From an optimization exercise on the open Yosys and OpenROAD flow, aimed at small area; shortcuts taken in it are not production practice.
Where RTL was checked, it was by simulation tests only, not by an equivalence proof against the original.
No functional check of the RTL was part of runs 1 and 4.
Power figures rest on the tool's default switching activity, not on a simulated workload.

## flow/run.sh

```bash
#!/bin/bash
# Standard ORFS layout (standard.sh), with two options changed:
#  - port buffers use the smallest buffer cell;
#  - clock tree: larger sink clusters and no dummy balancing loads.
set -euo pipefail
export BUFFER_PORTS_ARGS="-buffer_cell sky130_fd_sc_hd__buf_1"
export CTS_ARGS="-sink_clustering_enable -repair_clock_nets -dont_use_dummy_load -sink_clustering_size 30 -sink_clustering_max_diameter 60"
bash standard.sh > flow_make.log 2>&1
```

## standard.sh

```bash
#!/bin/bash
# synth_recipe.tcl (not shown) runs the flow's synth.tcl, then flattens the netlist and writes it again
# the make line also repeats each setting of config.mk as NAME=value (left out here)
make -C /OpenROAD-flow-scripts/flow DESIGN_CONFIG=/design/flow/config.mk WORK_HOME=/design/flow/orfs CLKGATE_MAP_FILE= SYNTH_SCRIPT=/design/flow/synth_recipe.tcl "${@:-finish}"
```

## config.mk

```make
export PLATFORM = sky130hd
export DESIGN_NAME = ouman_reader
export DESIGN_NICKNAME = ouman_reader
export VERILOG_FILES = /design/flow/design.v
export SDC_FILE = /design/flow/constraint.sdc
export NUM_CORES = 4
export LEC_CHECK = 0
export CAP_MARGIN = 20
export CORE_MARGIN = 2
export CORE_UTILIZATION = 40
export SLEW_MARGIN = 20
export SYNTH_HIERARCHICAL = 1
```

## constraint.sdc

```tcl
create_clock -name core_clock -period 10.0 [get_ports {clk}]
set_input_delay 2.0000 -clock core_clock [delete_from_list [all_inputs] [get_ports {clk}]]
set_output_delay 2.0000 -clock core_clock [all_outputs]
set_load 0.01 [all_outputs]
```

## design.v

```verilog
module ouman_reader (
    input  wire        clk,
    input  wire        rst_n,         
    input  wire        tick,          
    input  wire        start,
    input  wire [7:0]  start_id,
    output wire        busy,
    output wire        done,
    output wire [7:0]  tx_data,
    output wire        tx_valid,
    input  wire        tx_ready,
    input  wire        rx_valid,
    input  wire [7:0]  rx_data,
    output reg         rx_ovr,
    input  wire        ovr_clr,
    output wire [2:0]  err,
    output wire [2:0]  rtype,
    output wire [7:0]  crcv,
    output wire [8:0]  res_len,
    output reg  [31:0] field0,
    output reg  [31:0] field1,
    output reg  [31:0] field2,
    output reg  [31:0] field3,
    output reg  [31:0] field4,
    output reg  [31:0] field5,
    input  wire [7:0]  raw_off,
    output wire        raw_valid,
    output wire [7:0]  raw_value
);
    localparam [7:0] READ_OPCODE = 8'h52;
    localparam [2:0] T_RAW = 3'd0, T_TEMP = 3'd1, T_DEVICE = 3'd2, T_DATETIME = 3'd3,
                     T_SET1 = 3'd4, T_SET2 = 3'd5, T_INFO = 3'd6;
    localparam [2:0] S_IDLE = 3'b000, S_DONE = 3'b001,
                     S_TX   = 3'b100, S_RX   = 3'b101,
                     S_FIN1 = 3'b110, S_FIN2 = 3'b111;
    function [2:0] classify;
        input [7:0] id;
        begin
            if (id == 8'h01)                 classify = T_DEVICE;
            else if (id == 8'h10)            classify = T_TEMP;
            else if (id[7:4] == 4'h2)        classify = T_INFO;
            else if (id == 8'h30)            classify = T_DATETIME;
            else if (id == 8'h40)            classify = T_SET1;
            else if (id == 8'h41)            classify = T_SET2;
            else                             classify = T_RAW;
        end
    endfunction
    function [8:0] min_len;
        input [2:0] t;
        case (t)
            T_TEMP:     min_len = 9'd8;
            T_DEVICE:   min_len = 9'd24;
            T_DATETIME: min_len = 9'd13;
            T_SET1:     min_len = 9'd28;
            T_SET2:     min_len = 9'd17;
            T_INFO:     min_len = 9'd21;
            default:    min_len = 9'd0;
        endcase
    endfunction
    reg [2:0]  state;
    reg [7:0]  cur_id;
    reg [8:0]  cnt;        
    reg [7:0]  rx_len;
    reg [3:0]  rx_timer;   
    reg [7:0]  acc;        
    reg [1:0]  err_r;      
    reg [7:0]  fifo_mem [0:3];
    reg [2:0]  fifo_rd;
    reg [2:0]  fifo_wr;
    wire st_tx = (state == S_TX);
    wire st_rx = (state == S_RX);
    assign busy     = state[2];
    assign done     = !state[2] & state[0];
    assign tx_valid = st_tx;
    reg [7:0] tx_byte;
    always @(*) begin
        case (cnt[2:0])
            3'd0:    tx_byte = 8'h02;
            3'd1:    tx_byte = READ_OPCODE;
            3'd2:    tx_byte = 8'h02;
            3'd3:    tx_byte = 8'h00;
            3'd4:    tx_byte = cur_id;
            default: tx_byte = READ_OPCODE + 8'h02 + cur_id;
        endcase
    end
    assign tx_data = tx_byte;
    wire fifo_empty = (fifo_wr == fifo_rd);
    wire fifo_full  = (fifo_wr[1:0] == fifo_rd[1:0]) && (fifo_wr[2] != fifo_rd[2]);
    wire [7:0] rx_b = fifo_empty ? rx_data : fifo_mem[fifo_rd[1:0]];
    wire take       = st_rx && (!fifo_empty || rx_valid);
    wire push       = rx_valid && !fifo_full && !(take && fifo_empty);
    wire pop        = take && !fifo_empty;
    always @(posedge clk) begin
        if (push)
            fifo_mem[fifo_wr[1:0]] <= rx_data;
    end
    always @(posedge clk) begin
        if (!rst_n) begin
            fifo_rd <= 3'd0;
            fifo_wr <= 3'd0;
        end else begin
            if (push) fifo_wr <= fifo_wr + 3'd1;
            if (pop)  fifo_rd <= fifo_rd + 3'd1;
        end
    end
    always @(posedge clk) begin
        if (!rst_n)
            rx_ovr <= 1'b0;
        else if (rx_valid && fifo_full)
            rx_ovr <= 1'b1;
        else if (ovr_clr)
            rx_ovr <= 1'b0;
    end
    wire [8:0] cnt_inc   = cnt + 9'd1;
    wire       last_byte = (cnt == {1'b0, rx_len} + 9'd3);
    always @(posedge clk) begin
        if (!rst_n) begin
            state <= S_IDLE;
        end else begin
            case (state)
                S_IDLE, S_DONE: begin
                    state <= S_IDLE;
                    if (start) begin
                        cur_id <= start_id;
                        cnt    <= 9'd0;
                        state  <= S_TX;
                    end
                end
                S_TX: begin
                    if (tx_ready) begin
                        cnt <= cnt_inc;
                        if (cnt[2:0] == 3'd5) begin
                            state    <= S_RX;
                            cnt      <= 9'd0;
                            rx_timer <= 4'd0;
                            acc      <= 8'd0;
                        end
                    end
                end
                S_RX: begin
                    if (take) begin
                        rx_timer <= 4'd0;
                        cnt      <= cnt_inc;
                        if (cnt == 9'd2)
                            rx_len <= rx_b;
                        if (cnt == 9'd0) begin
                            if (rx_b != 8'h02) begin
                                state <= S_FIN1;
                                err_r <= 2'b10;
                                cnt   <= 9'd0;
                            end
                        end else if (last_byte) begin
                            state <= S_FIN1;
                            err_r <= (acc != rx_b) ? 2'b11 : 2'b00;
                        end else begin
                            acc <= acc + rx_b;
                        end
                    end else if (tick) begin
                        rx_timer <= rx_timer + 4'd1;
                        if (rx_timer == 4'd15) begin
                            state <= S_FIN1;
                            err_r <= 2'b01;
                            cnt   <= 9'd0;
                            acc   <= 8'd0;
                        end
                    end
                end
                S_FIN1:  state <= S_FIN2;
                default: state <= S_DONE;
            endcase
        end
    end
    wire [8:0] raw_idx = 9'd5 + {1'b0, raw_off};
    wire [7:0] addr    = st_rx ? cnt[7:0] : raw_idx[7:0];
    wire [255:0] rsel;
    wire [15:0]  hi_n, lo_n;
    wire [7:0]   rd_or;
    wire [7:0]   wd = st_rx ? rx_b : rd_or;
    ouman_predec u_predec (.a(addr), .hi_n(hi_n), .lo_n(lo_n));
    reg  [2047:0] mem;     
    genvar gi, gb;
    generate
        for (gi = 0; gi < 256; gi = gi + 1) begin : g_slot
            if (gi != 3 && gi != 4) begin : g_used
                ouman_nor2 u_rsel (.a(hi_n[gi/16]), .b(lo_n[gi%16]), .y(rsel[gi]));
                always @(posedge clk) begin
                    if (rsel[gi])
                        mem[8*gi +: 8] <= wd;
                end
            end else begin : g_unused
                assign rsel[gi] = 1'b0;
            end
        end
    endgenerate
    wire [7:0] rd_n;
    generate
        for (gb = 0; gb < 8; gb = gb + 1) begin : g_rbit
            wire [253:0] d;
            for (gi = 0; gi < 256; gi = gi + 1) begin : g_d
                if (gi < 3)
                    assign d[gi] = mem[8*gi + gb];
                else if (gi > 4)
                    assign d[gi-2] = mem[8*gi + gb];
            end
            ouman_aomux u_mux (.sel({rsel[255:5], rsel[2:0]}), .d(d), .y_n(rd_n[gb]));
        end
    endgenerate
    assign rd_or = ~rd_n;
    assign raw_valid = !busy && (raw_idx < cnt);
    assign raw_value = raw_valid ? rd_or : 8'h00;
    wire       complete = (cnt != 9'd0);
    wire [2:0] cls      = classify(cur_id);
    wire       short_pl = (cnt < min_len(cls));
    wire       fok      = complete && !short_pl;
    assign res_len = cnt;
    assign crcv    = acc;
    assign rtype   = complete ? cls : T_RAW;
    assign err     = {1'b0, err_r[1] | (complete & short_pl), err_r[0]};
    always @(*) begin
        field0 = 32'd0; field1 = 32'd0; field2 = 32'd0;
        field3 = 32'd0; field4 = 32'd0; field5 = 32'd0;
        if (fok) begin
            case (cls)
                T_TEMP: begin
                    field0 = {{16{mem[47]}}, mem[40 +: 8], mem[48 +: 8]};
                end
                T_DEVICE: begin
                    field0 = {mem[64 +: 8], mem[56 +: 8], mem[48 +: 8], mem[40 +: 8]};
                    field1 = {mem[96 +: 8], mem[88 +: 8], mem[80 +: 8], mem[72 +: 8]};
                    field2 = {24'd0, mem[104 +: 8]};
                    field3 = {mem[136 +: 8], mem[128 +: 8], mem[120 +: 8], mem[112 +: 8]};
                    field4 = {mem[168 +: 8], mem[160 +: 8], mem[152 +: 8], mem[144 +: 8]};
                    field5 = {24'd0, mem[176 +: 8]};
                end
                T_DATETIME: begin
                    field0 = {16'd0, mem[40 +: 8], mem[48 +: 8]};
                    field1 = {24'd0, mem[56 +: 8]};
                    field2 = {24'd0, mem[64 +: 8]};
                    field3 = {24'd0, mem[72 +: 8]};
                    field4 = {24'd0, mem[80 +: 8]};
                    field5 = {24'd0, mem[88 +: 8]};
                end
                T_SET1: begin
                    field0 = {24'd0, mem[40 +: 8]};
                    field1 = {24'd0, mem[48 +: 8]};
                    field2 = {24'd0, mem[56 +: 8]};
                    field3 = {24'd0, mem[64 +: 8]};
                    field4 = {24'd0, mem[72 +: 8]};
                    field5 = {24'd0, mem[208 +: 8]};
                end
                T_SET2: begin
                    field0 = {24'd0, mem[120 +: 8]};
                end
                T_INFO: begin
                    field0 = {24'd0, mem[40 +: 8]};
                    field1 = {24'd0, mem[152 +: 8]};
                end
                default: ;
            endcase
        end
    end
endmodule
module ouman_predec (
    input  wire [7:0]  a,
    output wire [15:0] hi_n,
    output wire [15:0] lo_n
);
    genvar i;
    generate
        for (i = 0; i < 16; i = i + 1) begin : g_pre
            assign hi_n[i]  = !(a[7:4] == i);
            assign lo_n[i]  = !(a[3:0] == i);
        end
    endgenerate
endmodule
module ouman_aomux (
    input  wire [253:0] sel,
    input  wire [253:0] d,
    output wire         y_n
);
    wire [84:0] n0;    
    wire [21:0] n1;    
    wire [5:0]  n2;    
    wire [1:0]  n3;    
    genvar m;
    generate
        for (m = 0; m < 84; m = m + 1) begin : g_l0
            ouman_ao222n u (.a1(sel[3*m]), .b1(d[3*m]), .a2(sel[3*m+1]), .b2(d[3*m+1]),
                            .a3(sel[3*m+2]), .b3(d[3*m+2]), .y(n0[m]));
        end
        ouman_ao22n u_l0_last (.a1(sel[252]), .b1(d[252]), .a2(sel[253]), .b2(d[253]), .y(n0[84]));
        for (m = 0; m < 19; m = m + 1) begin : g_l1a
            ouman_nand4 u (.a(n0[4*m]), .b(n0[4*m+1]), .c(n0[4*m+2]), .d(n0[4*m+3]), .y(n1[m]));
        end
        for (m = 0; m < 3; m = m + 1) begin : g_l1b
            ouman_nand3 u (.a(n0[76+3*m]), .b(n0[77+3*m]), .c(n0[78+3*m]), .y(n1[19+m]));
        end
        for (m = 0; m < 4; m = m + 1) begin : g_l2a
            ouman_nor4 u (.a(n1[4*m]), .b(n1[4*m+1]), .c(n1[4*m+2]), .d(n1[4*m+3]), .y(n2[m]));
        end
        for (m = 0; m < 2; m = m + 1) begin : g_l2b
            ouman_nor3 u (.a(n1[16+3*m]), .b(n1[17+3*m]), .c(n1[18+3*m]), .y(n2[4+m]));
        end
        for (m = 0; m < 2; m = m + 1) begin : g_l3
            ouman_nand3 u (.a(n2[3*m]), .b(n2[3*m+1]), .c(n2[3*m+2]), .y(n3[m]));
        end
    endgenerate
    ouman_nor2 u_l4 (.a(n3[0]), .b(n3[1]), .y(y_n));
endmodule
module ouman_ao222n (input wire a1, b1, a2, b2, a3, b3, output wire y);
    assign y = !((a1 && b1) || (a2 && b2) || (a3 && b3));
endmodule
module ouman_ao22n (input wire a1, b1, a2, b2, output wire y);
    assign y = !((a1 && b1) || (a2 && b2));
endmodule
module ouman_nand4 (input wire a, b, c, d, output wire y);
    assign y = !(a && b && c && d);
endmodule
module ouman_nand3 (input wire a, b, c, output wire y);
    assign y = !(a && b && c);
endmodule
module ouman_nor4 (input wire a, b, c, d, output wire y);
    assign y = !(a || b || c || d);
endmodule
module ouman_nor3 (input wire a, b, c, output wire y);
    assign y = !(a || b || c);
endmodule
module ouman_nor2 (input wire a, b, output wire y);
    assign y = !(a || b);
endmodule
```

==> results of run 1 <==
==> path summary, 6_finish.rpt <==
path / cells past startpoint / end / slack [ns] / startpoint
min reg2reg: 2 / rx_ovr / 0.49 / rx_ovr
max reg2reg: 16 / mem[825] / 3.43 / state[2]
max: 17 / raw_value[1] / 0.78 / raw_off[1]
min: 2 / rx_ovr / 0.49 / rx_ovr
==> per-layer routing <==
layer,share of wire,up-vias,wire [um]
met4,0.032,2,6370
met3,0.086,261,17300
met1,0.42,22900,83800
li1,-,19100,-
met2,0.47,2281,93400
met5,0.000065,-,13
==> sequential cells by signal, indices dropped and copies added (netlist names), named ones only <==
register and count:
cnt 9, cur_id 8, mem 2032, rx_len 8, acc 8, fifo_rd 3, state 3, rx_ovr 1
fifo_wr 3, err_r 2, fifo_mem 32, rx_timer 4
==> cell usage in the layout (no fill, tap or decap), types with 10 or more instances in the layout <==
cell type	instances
a21oi_1	40
nor4_1	13
a222oi_1	720
dfxtp_1	12
buf_1	217
xnor2_1	23
inv_1	30
nand4_1	159
buf_4	332
clkbuf_16	133
nor3_2	17
edfxtp_1	2103
mux2_2	10
nor4_2	32
nor2b_1	14
o21ai_0	15
nand3_1	52
conb_1	49
nor2_1	360
xor2_1	17
nor3_1	15
and2_1	81
buf_12	18
ha_1	32
nand2_1	47
==> cells in the mapped netlist (4+ instances only) <==
library cell / n / area, um^2
edfxtp_1: 2103 / 63200
or4b_1: 6 / 60.1
a222oi_1: 720 / 7210
a21boi_0: 5 / 37.5
a21oi_1: 48 / 240
or3_1: 6 / 37.5
nand3_1: 52 / 260
xor2_1: 17 / 149
a22oi_2: 8 / 100
mux2_2: 10 / 113
a22oi_1: 8 / 60.1
ha_1: 32 / 400
mux4_2: 8 / 180
nand2b_1: 6 / 37.5
nor2b_1: 15 / 93.8
dfxtp_1: 12 / 240
nand4b_1: 8 / 70.1
inv_1: 30 / 113
o21ai_0: 18 / 90.1
and3_1: 4 / 25.0
nand4_1: 159 / 995
and2_1: 81 / 507
nand4bb_1: 12 / 135
clkbuf_1: 37 / 139
a21o_1: 4 / 30.0
xnor2_1: 23 / 201
nand2_1: 47 / 176
nor4_1: 13 / 81.3
nor3_2: 16 / 160
nor4_2: 32 / 400
nor2_1: 361 / 1360
buf_6: 10 / 113
buf_4: 59 / 443
nor3_1: 16 / 80.1
==> Yosys stat by module, one instance, submodules excluded, a selection <==
module,cells inside,copies in the design
ouman_nor4,1,32
ouman_ao222n,1,672
ouman_nor3,1,16
ouman_predec,40,1
ouman_nor2,1,262
ouman_nand3,1,40
ouman_ao22n,1,8
ouman_reader,2824,1
ouman_nand4,1,152
==> cell type report <==
class / instances / area, um^2 / area share
Sequential cell: 2115 / 63400 / 0.721
Multi-Input combinational cell: 1839 / 14200 / 0.161
Timing Repair Buffer: 569 / 3690 / 0.0420
Clock buffer: 133 / 3330 / 0.0379
Tap cell: 2542 / 3180 / 0.0362
Inverter: 30 / 113 / 0.00128
Antenna cell: 4 / 10.0 / 0.000114
==> worst min-delay path, stage by stage, from the launching register on <==
cell and delay [ns]:
dfxtp_1 0.31, nand2b_1 0.06, a21boi_0 0.07
==> per-stage QoR <==
| stage | instance area, um^2 | setup WS, ns | TNS (ns) | util | std cells |
|---|---|---|---|---|---|
| after CTS | 87800 | 0.832 | 0 | 0.452 | 7227 |
| after global routing | 87900 | 0.717 | 0 | 0.452 | 7229 |
| after global placement | 84500 | 0.807 | 0 | 0.435 | 7092 |
| after floorplan | 78200 | -3.21 | -2446.65 | - | 4094 |
| after detailed placement | 84500 | 0.851 | 0 | 0.435 | 7094 |
| final | 87900 | 0.784 | 0 | 0.452 | 7232 |
==> kinds of logic (layout without fill, tap and decap cells) <==
kind of cell / count (synthesis) / count (layout) / share of synthesized area
flops: 2115 / 2115 / 0.812
simple gates: 856 / 856 / 0.0602
compound gates: 841 / 841 / 0.103
buf+inv: 140 / 732 / 0.0105
xor+xnor: 40 / 40 / 0.00449
fa+ha+maj: 33 / 33 / 0.00539
mux: 20 / 20 / 0.00401
other cells: 1 / 53 / 0.0000481
==> power groups by stage <==
stage	logic, mW	registers [mW]	clock network, mW
after floorplan	1.00	11.8	0
after global placement	2.22	11.4	0
after detailed placement	2.32	11.4	0
after CTS	2.32	11.2	5.11
after global routing	2.45	11.3	5.39
final	2.26	11.2	4.99
==> impl_metrics.csv, run 1 <==
group,metric,value,unit
run_status,status,"finished clean",
yosys,avgSynthCellArea,19.3,um^2
power_and_ir_drop,leakagePower,27.2,nW
power_and_ir_drop,pwr-share-clk,0.270,
global_route,use_met3,0.0283,
yosys,synth.cell_area,78000,um^2
yosys,synth-edff-count,2103,
critical_path,endpoint_kind,"output port",
floorplan,die_h,446,um
clocking,hold_buffers,0,
route,drt_iter0_drc,8121,
critical_path,required,8.00,ns
power_and_ir_drop,switchingPower,4.55,mW
critical_path,cp_max_fo,16,
clocking,cts.sinks,2115,
timing,finalSetupViolations,0,
power_and_ir_drop,p_seq_frac,0.608,
timing,rsz0062_at_grt,"no",
yosys,synth-async-reset-ratio,0,
critical_path,cp_cell_sequence,"buf_1 -> ha_1 -> o2111ai_1 -> xnor2_1 -> mux2_2 -> or4b_1 -> buf_4 -> nor2_1 -> buf_4 -> a222oi_1 -> nand4_1 -> nor4_2 -> nand3_1 -> nor2_1 -> nor4_1 -> buf_4 -> buf_1",
flow_run,maxCapViolCount,0,
global_route,antenna_found_initial,6,
global_route,grt_use_met2,0.308,
timing,drv_slew,0,
floorplan,ios,267,
yosys,synth-seq-cells,2115,
timing,clock_skew,0.108,ns
clocking,cts_setup_buffers,0,
route,ant_nets,0,
power_and_ir_drop,p_per_area,210,nW/um^2
power_and_ir_drop,switching_share,0.246,
timing,worstMarginPinSlew,1.23,ns
cells_and_area,drive_gt1_frac,0.128,
yosys,synthFlopType,"edfxtp_1",
timing,relSlewSlack,0.177,
route,vias,44600,
power_and_ir_drop,power,18.5,mW
clocking,clkLatencyLatePin,0.82,ns
cells_and_area,nFillCells,16500,
route,drc,0,
cells_and_area,area_delta_synth_final,12.6,%
global_route,grt_pass1_vias,41800,
placement,place_congestion,0.876,
global_route,grt_max_degree,225,
clocking,cts_max_level,4,
critical_path,crit_path_max_incr_delay,0.67,ns
worst_hold_path,min_path_type,"reg -> reg",
floorplan,die_w,446,um
timing,hold_viol,0,
clocking,postCtsResizedCells,0,
clocking,clk_path_buf_depth,3,
floorplan,rows,162,
cells_and_area,layout.nets,4752,
critical_path,worstSetupPathType,"in -> out",
floorplan,core-area,194000,um^2
critical_path,slowest_stage,"nor4_2",
clocking,cts_buffers,133,
critical_path,critical_path.most_common_cell,"buf_4",
yosys,yosys_warnings,7,
timing,finalCriticalPeriod,9.22,ns
clocking,cts_tree,"yes",
global_route,grt_use_met1,0.282,
power_and_ir_drop,vdd_ir_drop_max,0.000294,V
global_route,grt_busiest_layer,"met2",
yosys,synth-seq-area-share,0.812,
placement,io_buffers,217,
route,wl_per_cell,27.8,um
global_route,grt_pass1_wl,291000,um
floorplan,die_area,199000,um^2
global_route,grtUsageTotal,0.196,
placement,hpwl,129000,um
critical_path,path_buf_inv,5,
yosys,synth.distinct_cells,75,
timing,holdWs,0.489,ns
route,wl,201000,um
critical_path,arrival,7.22,ns
floorplan,initial_core_util,0.401,
critical_path,cp-start-kind,"primary input",
power_and_ir_drop,power_frac_comb,0.122,
power_and_ir_drop,p_int,13.9,mW
global_route,grt.overflow.total,0,
critical_path,cp_top_family,"simple AND/OR/NAND/NOR gates",
clocking,path_clk_slew,0.06,ns
route,first_pass_iters,13,
clocking,clock_tree.root_cell,"clkbuf_16",
yosys,synthesis.instances,4046,
timing,fin_crit_sh,0.922,
route,via_per_inst,6.17,
timing,max_freq,109,MHz
==> run 2, diff against run 1 <==
--- a/design.v
+++ b/design.v
@@ -171,6 +171,6 @@
         end
     end
-    wire [8:0] raw_idx = 9'd5 + {1'b0, raw_off};
-    wire [7:0] addr    = st_rx ? cnt[7:0] : raw_idx[7:0];
+    wire [8:0] cnt_m5 = cnt - 9'd5;
+    wire [7:0] addr   = st_rx ? cnt_m5[7:0] : raw_off;
     wire [255:0] rsel;
     wire [15:0]  hi_n, lo_n;
@@ -182,5 +182,5 @@
     generate
         for (gi = 0; gi < 256; gi = gi + 1) begin : g_slot
-            if (gi != 3 && gi != 4) begin : g_used
+            if (gi < 254) begin : g_used
                 ouman_nor2 u_rsel (.a(hi_n[gi/16]), .b(lo_n[gi%16]), .y(rsel[gi]));
                 always @(posedge clk) begin
@@ -198,14 +198,12 @@
             wire [253:0] d;
             for (gi = 0; gi < 256; gi = gi + 1) begin : g_d
-                if (gi < 3)
+                if (gi < 254)
                     assign d[gi] = mem[8*gi + gb];
-                else if (gi > 4)
-                    assign d[gi-2] = mem[8*gi + gb];
             end
-            ouman_aomux u_mux (.sel({rsel[255:5], rsel[2:0]}), .d(d), .y_n(rd_n[gb]));
+            ouman_aomux u_mux (.sel(rsel[253:0]), .d(d), .y_n(rd_n[gb]));
         end
     endgenerate
     assign rd_or = ~rd_n;
-    assign raw_valid = !busy && (raw_idx < cnt);
+    assign raw_valid = !busy && !cnt_m5[8] && (raw_off < cnt_m5[7:0]);
     assign raw_value = raw_valid ? rd_or : 8'h00;
     wire       complete = (cnt != 9'd0);
@@ -223,36 +221,36 @@
             case (cls)
                 T_TEMP: begin
-                    field0 = {{16{mem[47]}}, mem[40 +: 8], mem[48 +: 8]};
+                    field0 = {{16{mem[7]}}, mem[0 +: 8], mem[8 +: 8]};
                 end
                 T_DEVICE: begin
-                    field0 = {mem[64 +: 8], mem[56 +: 8], mem[48 +: 8], mem[40 +: 8]};
-                    field1 = {mem[96 +: 8], mem[88 +: 8], mem[80 +: 8], mem[72 +: 8]};
-                    field2 = {24'd0, mem[104 +: 8]};
-                    field3 = {mem[136 +: 8], mem[128 +: 8], mem[120 +: 8], mem[112 +: 8]};
-                    field4 = {mem[168 +: 8], mem[160 +: 8], mem[152 +: 8], mem[144 +: 8]};
-                    field5 = {24'd0, mem[176 +: 8]};
+                    field0 = {mem[24 +: 8], mem[16 +: 8], mem[8 +: 8], mem[0 +: 8]};
+                    field1 = {mem[56 +: 8], mem[48 +: 8], mem[40 +: 8], mem[32 +: 8]};
+                    field2 = {24'd0, mem[64 +: 8]};
+                    field3 = {mem[96 +: 8], mem[88 +: 8], mem[80 +: 8], mem[72 +: 8]};
+                    field4 = {mem[128 +: 8], mem[120 +: 8], mem[112 +: 8], mem[104 +: 8]};
+                    field5 = {24'd0, mem[136 +: 8]};
                 end
                 T_DATETIME: begin
-                    field0 = {16'd0, mem[40 +: 8], mem[48 +: 8]};
-                    field1 = {24'd0, mem[56 +: 8]};
-                    field2 = {24'd0, mem[64 +: 8]};
-                    field3 = {24'd0, mem[72 +: 8]};
-                    field4 = {24'd0, mem[80 +: 8]};
-                    field5 = {24'd0, mem[88 +: 8]};
+                    field0 = {16'd0, mem[0 +: 8], mem[8 +: 8]};
+                    field1 = {24'd0, mem[16 +: 8]};
+                    field2 = {24'd0, mem[24 +: 8]};
+                    field3 = {24'd0, mem[32 +: 8]};
+                    field4 = {24'd0, mem[40 +: 8]};
+                    field5 = {24'd0, mem[48 +: 8]};
                 end
                 T_SET1: begin
-                    field0 = {24'd0, mem[40 +: 8]};
-                    field1 = {24'd0, mem[48 +: 8]};
-                    field2 = {24'd0, mem[56 +: 8]};
-                    field3 = {24'd0, mem[64 +: 8]};
-                    field4 = {24'd0, mem[72 +: 8]};
-                    field5 = {24'd0, mem[208 +: 8]};
+                    field0 = {24'd0, mem[0 +: 8]};
+                    field1 = {24'd0, mem[8 +: 8]};
+                    field2 = {24'd0, mem[16 +: 8]};
+                    field3 = {24'd0, mem[24 +: 8]};
+                    field4 = {24'd0, mem[32 +: 8]};
+                    field5 = {24'd0, mem[168 +: 8]};
                 end
                 T_SET2: begin
-                    field0 = {24'd0, mem[120 +: 8]};
+                    field0 = {24'd0, mem[80 +: 8]};
                 end
                 T_INFO: begin
-                    field0 = {24'd0, mem[40 +: 8]};
-                    field1 = {24'd0, mem[152 +: 8]};
+                    field0 = {24'd0, mem[0 +: 8]};
+                    field1 = {24'd0, mem[112 +: 8]};
                 end
                 default: ;
@@ -297,11 +295,11 @@
         end
         for (m = 0; m < 4; m = m + 1) begin : g_l2a
-            ouman_nor4 u (.a(n1[4*m]), .b(n1[4*m+1]), .c(n1[4*m+2]), .d(n1[4*m+3]), .y(n2[m]));
+            ouman_or4 u (.a(n1[4*m]), .b(n1[4*m+1]), .c(n1[4*m+2]), .d(n1[4*m+3]), .y(n2[m]));
         end
         for (m = 0; m < 2; m = m + 1) begin : g_l2b
-            ouman_nor3 u (.a(n1[16+3*m]), .b(n1[17+3*m]), .c(n1[18+3*m]), .y(n2[4+m]));
+            ouman_or3 u (.a(n1[16+3*m]), .b(n1[17+3*m]), .c(n1[18+3*m]), .y(n2[4+m]));
         end
         for (m = 0; m < 2; m = m + 1) begin : g_l3
-            ouman_nand3 u (.a(n2[3*m]), .b(n2[3*m+1]), .c(n2[3*m+2]), .y(n3[m]));
+            ouman_or3 u (.a(n2[3*m]), .b(n2[3*m+1]), .c(n2[3*m+2]), .y(n3[m]));
         end
     endgenerate
@@ -320,9 +318,9 @@
     assign y = !(a && b && c);
 endmodule
-module ouman_nor4 (input wire a, b, c, d, output wire y);
-    assign y = !(a || b || c || d);
+module ouman_or4 (input wire a, b, c, d, output wire y);
+    assign y = a || b || c || d;
 endmodule
-module ouman_nor3 (input wire a, b, c, output wire y);
-    assign y = !(a || b || c);
+module ouman_or3 (input wire a, b, c, output wire y);
+    assign y = a || b || c;
 endmodule
 module ouman_nor2 (input wire a, b, output wire y);
==> flow/run.sh (replaced) <==
#!/bin/bash
# Standard ORFS layout (standard.sh), with these options changed:
#  - port buffers use the smallest buffer cell;
#  - clock tree: larger sink clusters and no dummy balancing loads.
set -euo pipefail
export REMOVE_ABC_BUFFERS=1
export BUFFER_PORTS_ARGS="-buffer_cell sky130_fd_sc_hd__buf_1"
export CTS_ARGS="-sink_clustering_enable -repair_clock_nets -dont_use_dummy_load -sink_clustering_size 40 -sink_clustering_max_diameter 60"
bash standard.sh > flow_make.log 2>&1
--- a/config.mk
+++ b/config.mk
@@ -9,4 +9,6 @@
 export CORE_MARGIN = 2
 export CORE_UTILIZATION = 40
+export GPL_TIMING_DRIVEN = 0
+export PLACE_DENSITY = 0.7
 export SLEW_MARGIN = 20
 export SYNTH_HIERARCHICAL = 1
==> impl_metrics.csv, run 2 <==
group,metric,value,unit
global_route,use_met3,0.0309,
cells_and_area,largest_reg_flops,2032,
placement,place_congestion,0.836,
floorplan,ios,267,
floorplan,initial_core_util,0.403,
cells_and_area,nFillCells,15900,
power_and_ir_drop,power,17.5,mW
route,ant_nets,0,
yosys,synth-seq-area-share,0.814,
global_route,grt_use_met2,0.273,
floorplan,die_area,198000,um^2
cells_and_area,area_delta_synth_final,13.0,%
placement,hpwl,117000,um
global_route,grt_use_met1,0.251,
route,wl_per_cell,25.9,um
cells_and_area,layout_commonest_cell,"edfxtp_1",
clocking,cts_setup_buffers,0,
clocking,cts_tree,"yes",
yosys,synth.area.top_cells,"edfxtp_1 81%, a222oi_1 9.3%, nor2_1 1.7%",
floorplan,die_h,445,um
timing,clock_skew,0.106,ns
clocking,cts.sinks,2115,
yosys,synthesis.instances,4060,
yosys,avgSynthCellArea,19.2,um^2
clocking,hold_buffers,0,
clocking,cts_max_level,3,
power_and_ir_drop,vdd_ir_drop_max,0.000163,V
yosys,yosys_warnings,7,
critical_path,cp_max_fo,23,
cells_and_area,layout.nets,4515,
timing,rsz0062_at_grt,"no",
global_route,grt_busiest_layer,"met2",
power_and_ir_drop,leakagePower,26.5,nW
power_and_ir_drop,p_per_area,199,nW/um^2
cells_and_area,stdcell_area,88000,um^2
global_route,grtUsageTotal,0.175,
critical_path,arrival,7.28,ns
timing,hold_viol,0,
timing,relSlewSlack,0.253,
worst_hold_path,min_path_type,"reg -> reg",
placement,post_dp_cell_area,84700,um^2
timing,worstMarginPinSlew,1.12,ns
placement,io_buffers,217,
yosys,synth.distinct_cells,76,
clocking,clkLatencyLatePin,0.79,ns
cells_and_area,final_core_util,0.456,
flow_run,maxCapViolCount,0,
yosys,synth.cell_area,77800,um^2
critical_path,endpoint_kind,"output port",
timing,fin_crit_sh,0.928,
route,via_per_inst,6.29,
cells_and_area,final_cell_mix,"2103 x edfxtp_1, 720 x a222oi_1, 250 x nor2_2, 217 x buf_1, 158 x nand4_1",
yosys,synth-async-reset-ratio,0,
global_route,antenna_found_initial,7,
critical_path,worstSetupPathType,"reg -> out",
route,wl,181000,um
yosys,synth-seq-cells,2115,
cells_and_area,drive_gt1_frac,0.129,
global_route,grt_pass1_vias,40900,
clocking,clock_tree.root_cell,"clkbuf_16",
yosys,synth_common_cells,"2103 x edfxtp_1, 720 x a222oi_1, 357 x nor2_1",
yosys,yosysTopAreaCell,"edfxtp_1",
clocking,cts_buffers,120,
yosys,synth_top_area_frac,0.811,
yosys,synthFlopType,"edfxtp_1",
timing,drv_slew,0,
run_status,status,"finished clean",
floorplan,core-area,193000,um^2
floorplan,rows,161,
global_route,grt_max_degree,67,
route,drc,0,
global_route,grt.overflow.total,0,
timing,finalCriticalPeriod,9.28,ns
route,first_pass_iters,11,
yosys,synth_most_common_cell,"edfxtp_1",
global_route,grt_pass1_wl,266000,um
critical_path,required,8.00,ns
timing,max_freq,108,MHz
route,vias,43900,
yosys,synth-edff-count,2103,
clocking,clk_path_buf_depth,3,
clocking,path_clk_slew,0.05,ns
route,drt_iter0_drc,8331,
clocking,postCtsResizedCells,0,
timing,finalSetupViolations,0,
critical_path,cp-start-kind,"flip-flop",
floorplan,die_w,445,um
run 2: report_power, final:
group          leakage, nW  internal (mW)  switching [mW]
clock                 1.48           2.11            2.53
sequential            19.1           10.7          0.0298
combinational         5.85          0.724            1.42
total                 26.5           13.5            3.97
run 2: per-module statistics from Yosys (local to each module, per instance), a selection:
module        times used  flops+latches  cells  cell area (um^2)
ouman_ao222n         672              0      1              10.0
ouman_nand4          152              0      1              6.26
ouman_nor2           262              0      1              3.75
ouman_or3             32              0      1              6.26
ouman_or4             32              0      1              7.51
ouman_reader           1           2115   2838             68200
run 2: layout make-up:
| cell class | instances | area (um^2) | area share |
|---|---|---|---|
| clock buffers | 120 | 3000 | 0.0341 |
| well taps | 2526 | 3160 | 0.0359 |
| diodes | 6 | 15.0 | 0.000171 |
| flip-flops and latches | 2115 | 63400 | 0.720 |
| repair buffers | 341 | 3520 | 0.0400 |
| inverters | 21 | 78.8 | 0.000896 |
| multi-input cells | 1853 | 14800 | 0.169 |
run 2: per-stage QoR:
stage | TNS, ns | setup slack [ns] | instances | hold slack (ns)
finish | 0 | 0.716 | 6982 | 0.498
global route | 0 | 0.524 | 6976 | 0.533
CTS | 0 | 0.677 | 6972 | 0.506
detailed placement | 0 | 1.28 | 6852 | 0.499
global placement | - | -14.70 | 6732 | 0.471
floorplan | -5827.06 | -2.87 | 3989 | 0.497
run 2: kinds of logic (layout without fill, tap and decap cells):
| logic type | count (synthesis) | after routing | share of synthesized area |
|---|---|---|---|
| flops | 2115 | 2115 | 0.814 |
| simple gates | 866 | 866 | 0.0588 |
| xor+xnor | 35 | 35 | 0.00394 |
| compound gates | 854 | 854 | 0.104 |
| buf+inv | 140 | 482 | 0.00988 |
| fa+ha+maj | 32 | 32 | 0.00524 |
| mux | 17 | 17 | 0.00357 |
| other cells | 1 | 55 | 0.0000482 |
run 2: path summary, 6_finish.rpt:
kind	startpoint	to	slack, ns	cells after the start
min	rx_ovr	rx_ovr	0.50	2
max reg2reg	cnt[2]	g_rbit[6].d[121]	2.26	18
max	cnt[2]	raw_value[6]	0.72	14
min reg2reg	rx_ovr	rx_ovr	0.50	2
run 2: metal layers:
layer,vias up,share of wire
li1,18800,-
met1,22300,0.40
met2,2509,0.46
met3,299,0.11
met4,2,0.029
met5,-,0.000072
run 2: worst max-delay path, stage by stage (launching register included):
cell and delay (ns):
edfxtp_1 0.70, o21ai_0 0.26, nand2_1 0.13, or3_1 0.34
xor2_1 0.19, o21ai_4 0.70, or4b_1 0.97, nor2_2 0.38
a222oi_1 0.52, nand4_1 0.28, or4_1 0.62, or3_1 0.50
nor2_1 0.48, nor3_1 0.23, buf_1 0.18
==> run 3, diff against run 2 <==
--- a/flow/run.sh
+++ b/flow/run.sh
@@ -6,4 +6,4 @@
 export REMOVE_ABC_BUFFERS=1
 export BUFFER_PORTS_ARGS="-buffer_cell sky130_fd_sc_hd__buf_1"
-export CTS_ARGS="-sink_clustering_enable -repair_clock_nets -dont_use_dummy_load -sink_clustering_size 40 -sink_clustering_max_diameter 60"
+export CTS_ARGS="-sink_clustering_enable -repair_clock_nets -dont_use_dummy_load -sink_clustering_buffer sky130_fd_sc_hd__clkbuf_8 -sink_clustering_size 18 -sink_clustering_max_diameter 50"
 bash standard.sh > flow_make.log 2>&1
--- a/config.mk
+++ b/config.mk
@@ -6,9 +6,9 @@
 export NUM_CORES = 4
 export LEC_CHECK = 0
-export CAP_MARGIN = 20
+export CAP_MARGIN = 10
 export CORE_MARGIN = 2
-export CORE_UTILIZATION = 40
+export CORE_UTILIZATION = 50
 export GPL_TIMING_DRIVEN = 0
-export PLACE_DENSITY = 0.7
-export SLEW_MARGIN = 20
+export PLACE_DENSITY = 0.8
+export SLEW_MARGIN = 10
 export SYNTH_HIERARCHICAL = 1
==> impl_metrics.csv, run 3 <==
group,metric,value,unit
critical_path,cp_max_fo,16,
floorplan,die_w,399,um
cells_and_area,drive_gt1_frac,0.108,
cells_and_area,layout.nets,4540,
placement,place_congestion,0.880,
flow_run,maxCapViolCount,0,
timing,rsz0062_at_grt,"no",
route,wl,184000,um
timing,setup_ws,0.418,ns
timing,finalCriticalPeriod,9.58,ns
timing,relSlewSlack,0.136,
yosys,synth-seq-area-share,0.814,
clocking,clkLatencyLatePin,0.78,ns
critical_path,required,8.00,ns
timing,hold_viol,0,
yosys,synth.area.top_cells,"edfxtp_1 81%, a222oi_1 9.3%, nor2_1 1.7%",
worst_hold_path,min_path_type,"reg -> reg",
yosys,synth_most_common_cell,"edfxtp_1",
floorplan,ios,267,
global_route,grtUsageTotal,0.222,
critical_path,endpoint_kind,"output port",
route,first_pass_iters,12,
run_status,status,"finished clean",
clocking,cts_max_level,4,
global_route,antenna_found_initial,12,
floorplan,die_h,399,um
global_route,use_met3,0.0487,
yosys,synthFlopType,"edfxtp_1",
floorplan,initial_core_util,0.504,
yosys,yosysTopAreaCell,"edfxtp_1",
power_and_ir_drop,power,16.6,mW
power_and_ir_drop,vdd_ir_drop_max,0.000203,V
cells_and_area,area_delta_synth_final,10.1,%
critical_path,critical_path.most_common_cell,"nor2_1",
critical_path,worstSetupPathType,"reg -> out",
critical_path,crit_path_max_incr_delay,0.78,ns
placement,pre_cts_slack,0.960,ns
critical_path,path_buf_inv,3,
timing,fin_crit_sh,0.958,
critical_path,cp-start-kind,"flip-flop",
timing,clock_skew,0.0845,ns
critical_path,arrival,7.58,ns
route,via_per_inst,6.93,
timing,holdWs,0.491,ns
cells_and_area,stdcell_area,85700,um^2
power_and_ir_drop,leakagePower,25.9,nW
placement,hpwl,117000,um
placement,post_dp_cell_area,82900,um^2
yosys,synth.cell_area,77800,um^2
clocking,cts_setup_buffers,0,
global_route,grt_use_met2,0.347,
route,drt_iter0_drc,9284,
cells_and_area,layout_commonest_cell,"edfxtp_1",
route,drc,0,
global_route,grt.overflow.total,0,
route,vias,45200,
yosys,synth_common_cells,"2103 x edfxtp_1, 720 x a222oi_1, 357 x nor2_1",
clocking,postCtsResizedCells,0,
global_route,grt_use_met1,0.311,
timing,max_freq,104,MHz
route,wl_per_cell,28.2,um
yosys,synthesis.instances,4060,
global_route,grt_max_degree,44,
floorplan,die_area,159000,um^2
clocking,cts.sinks,2115,
yosys,synth_top_area_frac,0.811,
timing,drv_slew,0,
timing,worstMarginPinSlew,1.29,ns
critical_path,cp_cell_sequence,"inv_1 -> ha_1 -> nor2b_1 -> nor4_1 -> xnor2_1 -> o21ai_2 -> buf_6 -> nand4b_1 -> nor2_1 -> a222oi_1 -> nand4_1 -> or4_1 -> or3_1 -> nor2_1 -> nor3_1 -> buf_1",
route,ant_nets,0,
yosys,avgSynthCellArea,19.2,um^2
global_route,grt_busiest_layer,"met2",
clocking,clock_tree.root_cell,"clkbuf_16",
global_route,grt_pass1_vias,42100,
clocking,cts_buffers,155,
yosys,synth-seq-cells,2115,
critical_path,slowest_stage,"nand4b_1",
clocking,cts_tree,"yes",
timing,finalSetupViolations,0,
yosys,yosys_warnings,7,
power_and_ir_drop,p_per_area,194,nW/um^2
yosys,synth.distinct_cells,76,
clocking,clk_path_buf_depth,3,
yosys,synth-async-reset-ratio,0,
cells_and_area,final_cell_mix,"2103 x edfxtp_1, 720 x a222oi_1, 217 x buf_1, 213 x nor2_1, 158 x nand4_1",
cells_and_area,largest_reg_flops,2032,
placement,io_buffers,217,
global_route,grt_pass1_wl,266000,um
floorplan,rows,144,
clocking,path_clk_slew,0.06,ns
clocking,hold_buffers,0,
yosys,synth-edff-count,2103,
critical_path,cp_top_family,"simple AND/OR/NAND/NOR gates",
timing,final.setup.tns,0,ns
floorplan,core-area,154000,um^2
run 3: cell count changes in the layout (fill, tap and decap cells not counted), sizes merged:
cell	before	now
diode	6	4
buf	341	331
clkbuf	120	155
run 3: worst paths after layout:
path           from                to  slack (ns)  cells past startpoint
max          cnt[0]      raw_value[2]        0.42                     16
min reg2reg  rx_ovr            rx_ovr        0.49                      2
max reg2reg  cnt[0]  g_rbit[6].d[104]        1.92                     19
min          rx_ovr            rx_ovr        0.49                      2
run 3: logic make-up (layout without fill, tap and decap cells):
family / Yosys count / after routing / synth area share
XOR/XNOR: 35 / 35 / 0.00394
AND/OR/NAND/NOR: 866 / 866 / 0.0588
multiplexers: 17 / 17 / 0.00357
adder cells (fa/ha/maj): 32 / 32 / 0.00524
other: 1 / 53 / 0.0000482
flip-flops: 2115 / 2115 / 0.814
AO/OA/AOI/OAI: 854 / 854 / 0.104
buffers and inverters: 140 / 507 / 0.00988
run 3: worst register-to-register path, cell delays in order (launching register included):
cell       delay, ns
edfxtp_1        0.60
inv_1           0.20
ha_1            0.23
nor2b_1         0.08
nor4_1          0.37
xnor2_1         0.17
o21ai_2         0.74
buf_6           0.27
nand4bb_1       0.73
nor2_1          0.52
a222oi_1        0.57
nand4_1         0.25
or4_1           0.72
or3_1           0.47
nor2_1          0.59
a21oi_4         0.40
buf_16          0.30
buf_16          0.19
buf_16          0.19
buf_16          0.19
run 3: area by class of cell:
class                      instances  area, um^2
antenna                            4        10.0
multi-input combinational       1853       14500
tap                             2044        2560
sequential                      2115       63400
timing repair buffer             331        2890
fill                           11000       68700
inverter                          21        78.8
clock buffer                     155        2320
run 3: power by group:
part | switching (mW) | internal (mW)
logic | 1.39 | 0.550
registers | 0.0311 | 10.7
clock network | 2.47 | 1.55
run 3: per-layer routing:
metal / vias up / part of all wire
li1: 18700 / -
met1: 22600 / 0.37
met2: 3372 / 0.47
met3: 445 / 0.13
met4: 8 / 0.036
met5: - / 0.00042
run 3: per-stage QoR:
step,std cells,util
finish,6523,0.555
global route,6523,0.555
floorplan,3989,-
global placement,6250,0.523
CTS,6501,0.552
detailed placement,6346,0.537
run 3: modules after synthesis, one instance, submodules excluded, excerpt:
| module | cells inside | times used |
|---|---|---|
| ouman_ao222n | 1 | 672 |
| ouman_ao22n | 1 | 8 |
| ouman_nand3 | 1 | 24 |
| ouman_nand4 | 1 | 152 |
| ouman_nor2 | 1 | 262 |
| ouman_or3 | 1 | 32 |
| ouman_or4 | 1 | 32 |
| ouman_predec | 40 | 1 |
| ouman_reader | 2838 | 1 |
==> run 4, diff against run 3 <==
--- a/design.v
+++ b/design.v
@@ -176,5 +176,11 @@
     wire [15:0]  hi_n, lo_n;
     wire [7:0]   rd_or;
-    wire [7:0]   wd = st_rx ? rx_b : rd_or;
+    wire [7:0]   wd [0:7];
+    genvar gq;
+    generate
+        for (gq = 0; gq < 8; gq = gq + 1) begin : g_wd
+            ouman_mux2x8 u_wd (.s(st_rx), .a(rd_or), .b(rx_b), .y(wd[gq]));
+        end
+    endgenerate
     ouman_predec u_predec (.a(addr), .hi_n(hi_n), .lo_n(lo_n));
     reg  [2047:0] mem;     
@@ -186,5 +192,5 @@
                 always @(posedge clk) begin
                     if (rsel[gi])
-                        mem[8*gi +: 8] <= wd;
+                        mem[8*gi +: 8] <= wd[gi/32];
                 end
             end else begin : g_unused
@@ -327,2 +333,5 @@
     assign y = !(a || b);
 endmodule
+module ouman_mux2x8 (input wire s, input wire [7:0] a, input wire [7:0] b, output wire [7:0] y);
+    assign y = s ? b : a;
+endmodule
==> impl_metrics.csv, run 4 <==
group,metric,value,unit
route,ant_nets,0,
cells_and_area,finalNonFillerCells,6556,
timing,worstMarginPinSlew,1.35,ns
timing,max_freq,105,MHz
timing,drv_slew,0,
floorplan,die_area,161000,um^2
global_route,grtUsageTotal,0.223,
critical_path,cp_cell_sequence,"nand3b_1 -> o21ai_2 -> nand4bb_4 -> nor2_1 -> a222oi_1 -> nand4_1 -> or4_1 -> or3_1 -> nor2_1 -> nor3_1 -> buf_1",
floorplan,initial_core_util,0.504,
power_and_ir_drop,leakagePower,25.8,nW
placement,post_dp_cell_area,82400,um^2
global_route,grt_pass1_wl,272000,um
yosys,synth_top_area_frac,0.801,
route,first_pass_iters,11,
route,drt_iter0_drc,9623,
yosys,synth-async-reset-ratio,0,
critical_path,worstSetupPathType,"reg -> out",
yosys,synth_most_common_cell,"edfxtp_1",
critical_path,required,8.00,ns
clocking,cts_buffers,155,
route,wl_per_cell,28.6,um
yosys,synth-seq-area-share,0.804,
run_status,status,"finished clean",
power_and_ir_drop,p_per_area,192,nW/um^2
yosys,synthesis.instances,4144,
floorplan,core-area,156000,um^2
timing,holdWs,0.496,ns
clocking,cts_max_level,4,
critical_path,slowest_stage,"nor2_1",
timing,final.setup.tns,0,ns
cells_and_area,drive_gt1_frac,0.104,
placement,io_buffers,217,
floorplan,die_w,401,um
cells_and_area,stdcell_area,85200,um^2
floorplan,die_h,401,um
cells_and_area,layout_commonest_cell,"edfxtp_1",
global_route,grt.overflow.total,0,
power_and_ir_drop,pwr-share-clk,0.246,
clocking,clk_path_buf_depth,3,
timing,relSlewSlack,0.0954,
cells_and_area,largest_reg_flops,2032,
clocking,hold_buffers,0,
critical_path,cp_max_fo,20,
worst_hold_path,worstHoldPathCells,2,
critical_path,crit_path_max_incr_delay,1.25,ns
yosys,synth-seq-cells,2115,
clocking,clock_tree.root_cell,"clkbuf_16",
critical_path,worst_r2r_path_depth,12,
timing,fin_crit_sh,0.957,
yosys,yosysTopAreaCell,"edfxtp_1",
clocking,path_clk_slew,0.08,ns
power_and_ir_drop,switchingPower,3.88,mW
critical_path,arrival,7.57,ns
route,via_per_inst,6.94,
power_and_ir_drop,p_seq_frac,0.654,
yosys,avgSynthCellArea,19.0,um^2
clocking,cts_tree,"yes",
critical_path,critical_path.most_common_cell,"nor2_1",
power_and_ir_drop,power_frac_comb,0.100,
cells_and_area,layout.nets,4560,
placement,hpwl,118000,um
timing,clock_skew,0.0776,ns
route,vias,45500,
cells_and_area,final_cell_mix,"2103 x edfxtp_1, 720 x a222oi_1, 247 x nor2_1, 217 x buf_1, 158 x nand4_1",
yosys,synth-edff-count,2103,
yosys,synth.cell_area,78800,um^2
yosys,synth_common_cells,"2103 x edfxtp_1, 720 x a222oi_1, 374 x nor2_1",
placement,pre_cts_slack,0.496,ns
placement,place_congestion,0.919,
floorplan,rows,145,
clocking,clkLatencyLatePin,0.77,ns
worst_hold_path,min_path_type,"reg -> reg",
yosys,synth.distinct_cells,73,
yosys,synth.area.top_cells,"edfxtp_1 80%, a222oi_1 9.1%, nor2_1 1.8%",
timing,rsz0062_at_grt,"no",
global_route,grt_pass1_vias,42300,
timing,finalSetupViolations,0,
global_route,grt_max_degree,50,
floorplan,ios,267,
placement,place_inst,6375,
timing,hold_viol,0,
clocking,cts.sinks,2115,
power_and_ir_drop,p_int,12.5,mW
flow_run,maxCapViolCount,0,
global_route,antenna_found_initial,15,
timing,setup_ws,0.432,ns
yosys,synthFlopType,"edfxtp_1",
route,wl,187000,um
yosys,yosys_warnings,7,
critical_path,cp-start-kind,"flip-flop",
power_and_ir_drop,switching_share,0.237,
route,drc,0,
critical_path,endpoint_kind,"output port",
power_and_ir_drop,vdd_ir_drop_max,0.000163,V
cells_and_area,area_delta_synth_final,8.02,%
timing,finalCriticalPeriod,9.57,ns
## run 4: per-layer routing
metal | GRT usage | share of wire
met5 | 0 | 0.00032
met1 | 0.312 | 0.37
met4 | 0.0913 | 0.040
met2 | 0.344 | 0.46
met3 | 0.0483 | 0.13
## run 4: final cells by class
class,count,area (um^2)
flip-flops and latches,2115,63400
fillers,11400,71200
repair buffers,275,1500
clock buffers,155,2320
well taps,2058,2570
diodes,3,7.51
multi-input cells,1918,15200
inverters,32,123
## run 4: stage by stage
stage                util  power [mW]
floorplan               -        11.7
global placement    0.522        12.4
detailed placement  0.527        12.5
CTS                 0.542        16.3
global route        0.545        16.8
finish              0.545        16.4
## run 4: power by group through the flow
| stage | combinational [mW] | sequential [mW] | clock (mW) |
|---|---|---|---|
| after floorplan | 0.836 | 10.9 | 0 |
| after global placement | 1.46 | 10.9 | 0 |
| after detailed placement | 1.59 | 10.9 | 0 |
| after CTS | 1.59 | 10.7 | 4.06 |
| after global routing | 1.72 | 10.7 | 4.35 |
| final | 1.64 | 10.7 | 4.02 |
## run 4: what timing repair did
action | CTS | global route
resized for setup | 2 | 0
buffers inserted | 0 | 0
setup endpoints to repair | 3 | 0
## run 4: final timing paths
path / startpoint / end / slack (ns)
worst max register to register: state[2] / g_rbit[1].d[36] / 2.46
worst min-delay path: rx_ovr / rx_ovr / 0.50
worst max-delay path: state[2] / raw_value[3] / 0.43
worst min register to register: rx_ovr / rx_ovr / 0.50
## run 4: worst max-delay path, delay by kind of cell (launching register included)
kind	cells	cell delay, ns
compound gates	2	1.34
flops	1	0.62
simple gates	8	4.62
buf+inv	1	0.24
## run 4: per-module statistics from Yosys, one instance, submodules excluded, a selection
module	cells	flip-flops and latches	area [um^2]
ouman_ao22n	1	0	12.5
ouman_or3	1	0	6.26
ouman_ao222n	1	0	10.0
ouman_nand3	1	0	5.00
ouman_mux2x8	9	0	131
ouman_nand4	1	0	6.26
ouman_nor2	1	0	3.75
ouman_predec	40	0	373
ouman_reader	2850	2115	68100
ouman_or4	1	0	7.51
## run 4: kinds of logic (layout without fill, tap and decap cells)
kind of cell | count (synthesis) | in the layout | share of synthesized area
XOR/XNOR | 36 | 36 | 0.00400
buffers and inverters | 159 | 462 | 0.0114
other | 1 | 52 | 0.0000476
flip-flops | 2115 | 2115 | 0.804
adder cells (fa/ha/maj) | 32 | 32 | 0.00517
AND/OR/NAND/NOR | 871 | 871 | 0.0574
AO/OA/AOI/OAI | 849 | 849 | 0.102
multiplexers | 81 | 81 | 0.0157
==> run 5, diff against run 4 <==
--- a/design.v
+++ b/design.v
@@ -176,8 +176,8 @@
     wire [15:0]  hi_n, lo_n;
     wire [7:0]   rd_or;
-    wire [7:0]   wd [0:7];
+    wire [7:0]   wd [0:3];
     genvar gq;
     generate
-        for (gq = 0; gq < 8; gq = gq + 1) begin : g_wd
+        for (gq = 0; gq < 4; gq = gq + 1) begin : g_wd
             ouman_mux2x8 u_wd (.s(st_rx), .a(rd_or), .b(rx_b), .y(wd[gq]));
         end
@@ -192,5 +192,5 @@
                 always @(posedge clk) begin
                     if (rsel[gi])
-                        mem[8*gi +: 8] <= wd[gi/32];
+                        mem[8*gi +: 8] <= wd[gi/64];
                 end
             end else begin : g_unused
--- a/config.mk
+++ b/config.mk
@@ -10,5 +10,5 @@
 export CORE_UTILIZATION = 50
 export GPL_TIMING_DRIVEN = 0
-export PLACE_DENSITY = 0.8
+export PLACE_DENSITY = 0.85
 export SLEW_MARGIN = 10
 export SYNTH_HIERARCHICAL = 1
==> impl_metrics.csv, run 5 <==
group,metric,value,unit
global_route,grt_pass1_vias,43000,
yosys,avgSynthCellArea,19.1,um^2
power_and_ir_drop,vdd_ir_drop_max,0.000237,V
cells_and_area,final_core_util,0.544,
floorplan,core-area,156000,um^2
clocking,cts.sinks,2115,
timing,fin_crit_sh,0.980,
clocking,path_clk_slew,0.10,ns
floorplan,die_h,400,um
placement,place_congestion,0.911,
timing,finalCriticalPeriod,9.80,ns
cells_and_area,layout_commonest_cell,"edfxtp_1",
critical_path,worst_r2r_path_depth,15,
floorplan,die_area,160000,um^2
cells_and_area,largest_reg_flops,2032,
route,via_per_inst,7.06,
yosys,synth_most_common_cell,"edfxtp_1",
critical_path,cp_max_fo,16,
cells_and_area,area_delta_synth_final,8.20,%
flow_run,maxCapViolCount,0,
critical_path,arrival,7.80,ns
yosys,synthesis.instances,4108,
timing,rsz0062_at_grt,"no",
power_and_ir_drop,leakagePower,25.5,nW
global_route,grt_max_degree,65,
timing,holdWs,0.490,ns
global_route,grt_pass1_wl,280000,um
route,drc,0,
yosys,synthFlopType,"edfxtp_1",
critical_path,reg2reg_to,"g_rbit[5].d[57]",
yosys,synth-seq-area-share,0.809,
timing,drv_slew,0,
timing,clock_skew,0.107,ns
global_route,grt.overflow.total,0,
critical_path,cp-start-kind,"flip-flop",
timing,max_freq,102,MHz
yosys,synth_top_area_frac,0.806,
worst_hold_path,min_from,"rx_ovr",
route,wl,196000,um
clocking,clock_tree.root_cell,"clkbuf_16",
cells_and_area,layout.nets,4528,
placement,io_buffers,217,
timing,finalSetupViolations,0,
floorplan,initial_core_util,0.503,
critical_path,r2r-start,"cnt[3]",
critical_path,endpoint_kind,"output port",
cells_and_area,drive_gt1_frac,0.0961,
yosys,synth-edff-count,2103,
critical_path,worstSetupPathType,"reg -> out",
timing,hold_viol,0,
route,first_pass_iters,13,
yosys,synth-seq-cells,2115,
critical_path,crit_start,"cnt[3]",
yosys,synth.cell_area,78300,um^2
clocking,cts_tree,"yes",
clocking,hold_buffers,0,
power_and_ir_drop,power,16.2,mW
yosys,yosys_warnings,7,
cells_and_area,final_cell_mix,"2103 x edfxtp_1, 720 x a222oi_1, 251 x nor2_1, 217 x buf_1, 158 x nand4_1",
critical_path,endpoint,"raw_value[2]",
critical_path,reg2reg_slack,2.70,ns
floorplan,ios,267,
route,ant_nets,0,
timing,relSlewSlack,0.0944,
route,vias,46200,
worst_hold_path,min_path_type,"reg -> reg",
global_route,antenna_found_initial,15,
floorplan,die_w,400,um
critical_path,required,8.00,ns
clocking,clk_path_buf_depth,3,
global_route,grtUsageTotal,0.235,
yosys,synth.distinct_cells,73,
yosys,synth_common_cells,"2103 x edfxtp_1, 720 x a222oi_1, 374 x nor2_1",
timing,worstMarginPinSlew,1.35,ns
clocking,clkLatencyLatePin,0.77,ns
power_and_ir_drop,p_per_area,192,nW/um^2
clocking,cts_max_level,4,
clocking,cts_buffers,145,
yosys,yosysTopAreaCell,"edfxtp_1",
route,drt_iter0_drc,11000,
floorplan,rows,145,
route,wl_per_cell,30.0,um
yosys,synth-async-reset-ratio,0,
placement,hpwl,122000,um
run_status,status,"finished clean",
yosys,synth.area.top_cells,"edfxtp_1 81%, a222oi_1 9.2%, nor2_1 1.8%",
==> run 5: changes by cell type in the layout (fill, tap and decap cells not counted), sizes merged <==
cell and delta:
diode +12, mux2 -32, nand3b +1, clkbuf -10, buf +9
==> run 5: what timing repair did <==
action | CTS | global route
gates cloned | 0 | 1
pin swaps | 0 | 1
setup endpoints to repair | 5 | 8
setup buffers | 0 | 0
gates resized for setup | 5 | 3
==> run 5: stage by stage <==
stage	cell area, um^2	instances	TNS [ns]	worst slack [ns]
after floorplan	77800	4033	0	0.144
after global placement	81200	6308	-301.87	-3.52
after detailed placement	82100	6360	0	0.545
after CTS	84300	6505	0	0.00558
after global routing	84700	6523	0	0.0232
final	84700	6536	0	0.204
==> run 5: critical path, cell delays in order, from the launching register on <==
cell	delay [ns]
edfxtp_1	0.67
nor2_1	0.44
nand2_1	0.16
or3_1	0.36
xor2_1	0.18
o21ai_2	0.37
buf_8	0.26
nand4bb_1	0.85
nor2_1	1.29
a222oi_1	0.38
nand4_1	0.24
or4_1	0.27
or3_1	0.24
nor2_1	0.09
nor3_1	1.00
buf_1	0.22
==> run 5: logic make-up (layout without fill, tap and decap cells) <==
| family | Yosys count | count (layout) | share of synthesized area |
|---|---|---|---|
| flops | 2115 | 2115 | 0.809 |
| buf+inv | 155 | 461 | 0.0109 |
| xor+xnor | 36 | 36 | 0.00403 |
| mux | 49 | 49 | 0.00970 |
| compound gates | 849 | 849 | 0.103 |
| fa+ha+maj | 32 | 32 | 0.00521 |
| simple gates | 871 | 872 | 0.0578 |
| other cells | 1 | 64 | 0.0000479 |
==> run 5: how the worst min path moves through the flow <==
stage                     endpoint  slack [ns]  depth (start not counted)
after floorplan             rx_ovr        0.49                          2
after global placement      rx_ovr        0.48                          2
after detailed placement    rx_ovr        0.47                          2
after CTS                   rx_ovr        0.48                          2
after global routing        rx_ovr        0.55                          2
final                       rx_ovr        0.49                          2
==> run 5: cell type report <==
type | instances | area, um^2
diodes | 15 | 37.5
inverters | 32 | 120
flip-flops and latches | 2115 | 63400
clock buffers | 145 | 2190
repair buffers | 284 | 1660
fillers | 11200 | 71100
well taps | 2058 | 2570
multi-input cells | 1887 | 14800
==> run 5: Yosys stat by module (local to each module, per instance), a selection <==
module | cell area [um^2] | cells | times used | flip-flops and latches
ouman_reader | 68100 | 2850 | 1 | 2115
ouman_predec | 373 | 40 | 1 | 0
ouman_ao22n | 12.5 | 1 | 8 | 0
ouman_ao222n | 10.0 | 1 | 672 | 0
ouman_or4 | 7.51 | 1 | 32 | 0
ouman_nand4 | 6.26 | 1 | 152 | 0
ouman_or3 | 6.26 | 1 | 32 | 0
ouman_nand3 | 5.00 | 1 | 24 | 0
==> run 5: report_power, final <==
group          total (mW)  internal [mW]  switching, mW
clock network        3.95           1.46           2.49
registers            10.7           10.7         0.0344
logic                1.56          0.198           1.36
total                16.2           12.3           3.88
==> run 5: per-layer routing <==
| metal | share of wire | up-vias | wire length (um) | track usage |
|---|---|---|---|---|
| met5 | 0.00043 | - | 85 | 0 |
| met4 | 0.048 | 12 | 9420 | 0.109 |
| met3 | 0.16 | 606 | 31900 | 0.0814 |
| met2 | 0.45 | 4059 | 88200 | 0.353 |
| met1 | 0.34 | 22700 | 66500 | 0.310 |
| li1 | - | 18800 | - | - |
==> run 6, diff against run 5 <==
--- a/config.mk
+++ b/config.mk
@@ -10,5 +10,5 @@
 export CORE_UTILIZATION = 50
 export GPL_TIMING_DRIVEN = 0
-export PLACE_DENSITY = 0.85
+export PLACE_DENSITY = 0.8
 export SLEW_MARGIN = 10
 export SYNTH_HIERARCHICAL = 1
==> impl_metrics.csv, run 6 <==
group,metric,value,unit
route,first_pass_iters,13,
route,wl,187000,um
placement,hpwl,116000,um
flow_run,maxCapViolCount,0,
floorplan,ios,267,
global_route,grt.overflow.total,0,
yosys,synthFlopType,"edfxtp_1",
timing,fin_crit_sh,0.976,
yosys,synth-seq-cells,2115,
cells_and_area,nFillCells,11300,
cells_and_area,layout_commonest_cell,"edfxtp_1",
floorplan,die_h,400,um
timing,setup_ws,0.235,ns
critical_path,required,8.00,ns
yosys,yosys_warnings,7,
yosys,synth_most_common_cell,"edfxtp_1",
clocking,cts_setup_buffers,0,
route,drc,0,
floorplan,core-area,156000,um^2
clocking,cts_buffers,147,
timing,clock_skew,0.104,ns
cells_and_area,final_core_util,0.544,
placement,io_buffers,217,
clocking,cts_tree,"yes",
floorplan,rows,145,
clocking,clock_tree.root_cell,"clkbuf_16",
placement,pre_cts_slack,0.322,ns
cells_and_area,area_delta_synth_final,8.20,%
clocking,hold_buffers,0,
timing,rsz0062_at_grt,"no",
cells_and_area,largest_reg_flops,2032,
cells_and_area,regArea,63400,um^2
critical_path,cp-start-kind,"flip-flop",
critical_path,worstSetupPathType,"reg -> out",
route,drt_iter0_drc,10100,
timing,relSlewSlack,0.147,
yosys,synth_top_area_frac,0.806,
global_route,grt_pass1_vias,41200,
timing,finalSetupViolations,0,
cells_and_area,stdcell_area,84700,um^2
timing,finalCriticalPeriod,9.76,ns
floorplan,die_w,400,um
placement,post_dp_cell_area,82100,um^2
yosys,synth_common_cells,"2103 x edfxtp_1, 720 x a222oi_1, 374 x nor2_1",
power_and_ir_drop,leakagePower,25.6,nW
clocking,clk_path_buf_depth,3,
yosys,synth.distinct_cells,73,
cells_and_area,finalNonFillerCells,6524,
global_route,grt_max_degree,65,
clocking,cts_max_level,4,
yosys,synth-async-reset-ratio,0,
timing,worstMarginPinSlew,1.27,ns
cells_and_area,multi_input_area,14800,um^2
floorplan,die_area,160000,um^2
worst_hold_path,min_path_type,"reg -> reg",
yosys,synth.cell_area,78300,um^2
route,vias,44900,
route,via_per_inst,6.89,
timing,max_freq,102,MHz
clocking,path_clk_slew,0.07,ns
placement,place_inst,6359,
placement,place_congestion,0.882,
yosys,yosysTopAreaCell,"edfxtp_1",
yosys,synth-seq-area-share,0.809,
clocking,cts.sinks,2115,
run_status,status,"finished clean",
floorplan,initial_core_util,0.503,
route,ant_nets,0,
yosys,synth.area.top_cells,"edfxtp_1 81%, a222oi_1 9.2%, nor2_1 1.8%",
yosys,synthesis.instances,4108,
global_route,grtUsageTotal,0.224,
global_route,antenna_found_initial,11,
clocking,clkLatencyLatePin,0.78,ns
critical_path,arrival,7.76,ns
cells_and_area,final_cell_mix,"2103 x edfxtp_1, 720 x a222oi_1, 248 x nor2_1, 217 x buf_1, 158 x nand4_1",
power_and_ir_drop,vdd_ir_drop_max,0.000270,V
global_route,grt_pass1_wl,268000,um
yosys,avgSynthCellArea,19.1,um^2
timing,hold_viol,0,
route,wl_per_cell,28.6,um
yosys,synth-edff-count,2103,
timing,drv_slew,0,
cells_and_area,drive_gt1_frac,0.0970,
critical_path,endpoint_kind,"output port",
power_and_ir_drop,power,16.1,mW
cells_and_area,layout.nets,4528,
power_and_ir_drop,p_per_area,190,nW/um^2
critical_path,cp_max_fo,20,
## run 6: cell count changes in the layout (fill, tap and decap cells not counted), sizes merged
cell	previous run	this run
diode	15	3
clkbuf	145	147
buf	284	283
nand3b	5	4
## run 6: where the power goes
group	internal (mW)	total, mW	switching (mW)	leakage (nW)
clock	1.48	3.94	2.46	1.14
combinational	0.197	1.48	1.29	5.27
sequential	10.7	10.7	0.0297	19.1
## run 6: timing repair
action / CTS / global route
endpoints found under the hold margin: 0 / 0
gates cloned: 0 / 0
gates resized for setup: 4 / 1
setup endpoints to repair: 3 / 4
## run 6: layout make-up
| class | count | area share |
|---|---|---|
| Antenna cell | 3 | 0.0000886 |
| Multi-Input combinational cell | 1886 | 0.174 |
| Tap cell | 2058 | 0.0304 |
| Sequential cell | 2115 | 0.748 |
| Clock buffer | 147 | 0.0261 |
| Timing Repair Buffer | 283 | 0.0197 |
| Inverter | 32 | 0.00142 |
## run 6: cell families (layout without fill, tap and decap cells)
family,Yosys count,count (layout),share of synthesized area
DFF,2115,2115,0.809
and+or+nand+nor,871,871,0.0578
AOI/OAI and AO/OA,849,849,0.103
buffers and inverters,155,462,0.0109
muxes,49,49,0.00970
xor gates and xnor gates,36,36,0.00403
adders and majority gates,32,32,0.00521
other,1,52,0.0000479
## run 6: layer usage
metal | global-route usage | routed length (um) | vias up
met2 | 0.333 | 84600 | 3300
met1 | 0.318 | 69200 | 22500
li1 | - | - | 18800
met3 | 0.0593 | 25700 | 397
met5 | 0 | 61 | -
met4 | 0.0894 | 7370 | 10
## run 6: path summary, 6_finish.rpt
check | startpoint | to | slack [ns] | depth (start not counted)
worst min-delay path | rx_ovr | rx_ovr | 0.51 | 2
worst max register to register | state[2] | g_rbit[5].d[166] | 2.72 | 12
worst min register to register | rx_ovr | rx_ovr | 0.51 | 2
worst max-delay path | state[2] | raw_value[6] | 0.24 | 12
## run 6: per-module statistics from Yosys (local to each module, per instance), a selection
| module | cell area, um^2 | cells inside | flip-flops and latches |
|---|---|---|---|
| ouman_nor2 | 3.75 | 1 | 0 |
| ouman_ao22n | 12.5 | 1 | 0 |
| ouman_nand4 | 6.26 | 1 | 0 |
| ouman_predec | 373 | 40 | 0 |
| ouman_ao222n | 10.0 | 1 | 0 |
| ouman_mux2x8 | 131 | 9 | 0 |
| ouman_reader | 68100 | 2850 | 2115 |
| ouman_nand3 | 5.00 | 1 | 0 |
| ouman_or4 | 7.51 | 1 | 0 |
| ouman_or3 | 6.26 | 1 | 0 |
## run 6: worst max-delay path, stage by stage (launching register included)
cell and delay (ns):
dfxtp_1 0.60, nand3b_1 0.81, o21ai_2 1.04, nand4b_1 0.87, buf_8 0.44, nor2_1 0.91
a222oi_1 0.30, nand4_1 0.24, or4_1 0.33, or3_1 0.23, nor2_1 0.08, nor3_1 0.89
buf_1 0.25
## run 6: through the flow
step | hold slack (ns) | TNS, ns
after floorplan | 0.489 | 0
after global placement | 0.477 | -369.39
after detailed placement | 0.496 | 0
after CTS | 0.508 | 0
after global routing | 0.516 | 0
final | 0.510 | 0

what the ideal ports hide:
How much do the figures lean on ideal ports? The routed layouts below were timed once more, with nothing changed but the port constraints. Step 1, drivers: a clkbuf_16 drives clk and a buf_2 each remaining input, both assumed. Step 2, shift: input delay + t, output delay - t, t = (earliest + latest rising clock arrival at the registers) / 2. This alone moves slack from input paths to output paths. Three values: no drivers, after step 1, after step 2; two values: the first two.
run | t, ns | setup WS [ns]
run 1 | 0.851 | 0.784 / 0.727 / 0.727
run 2 | 0.818 | 0.716 / 0.636 / 1.138
run 3 | 0.818 | 0.418 / 0.342 / 0.859
run 4 | 0.810 | 0.432 / 0.352 / 0.755
run 5 | 0.792 | 0.204 / 0.129 / 0.471
run 6 | 0.806 | 0.235 / 0.158 / 0.552
After both steps every run listed still meets setup and hold.
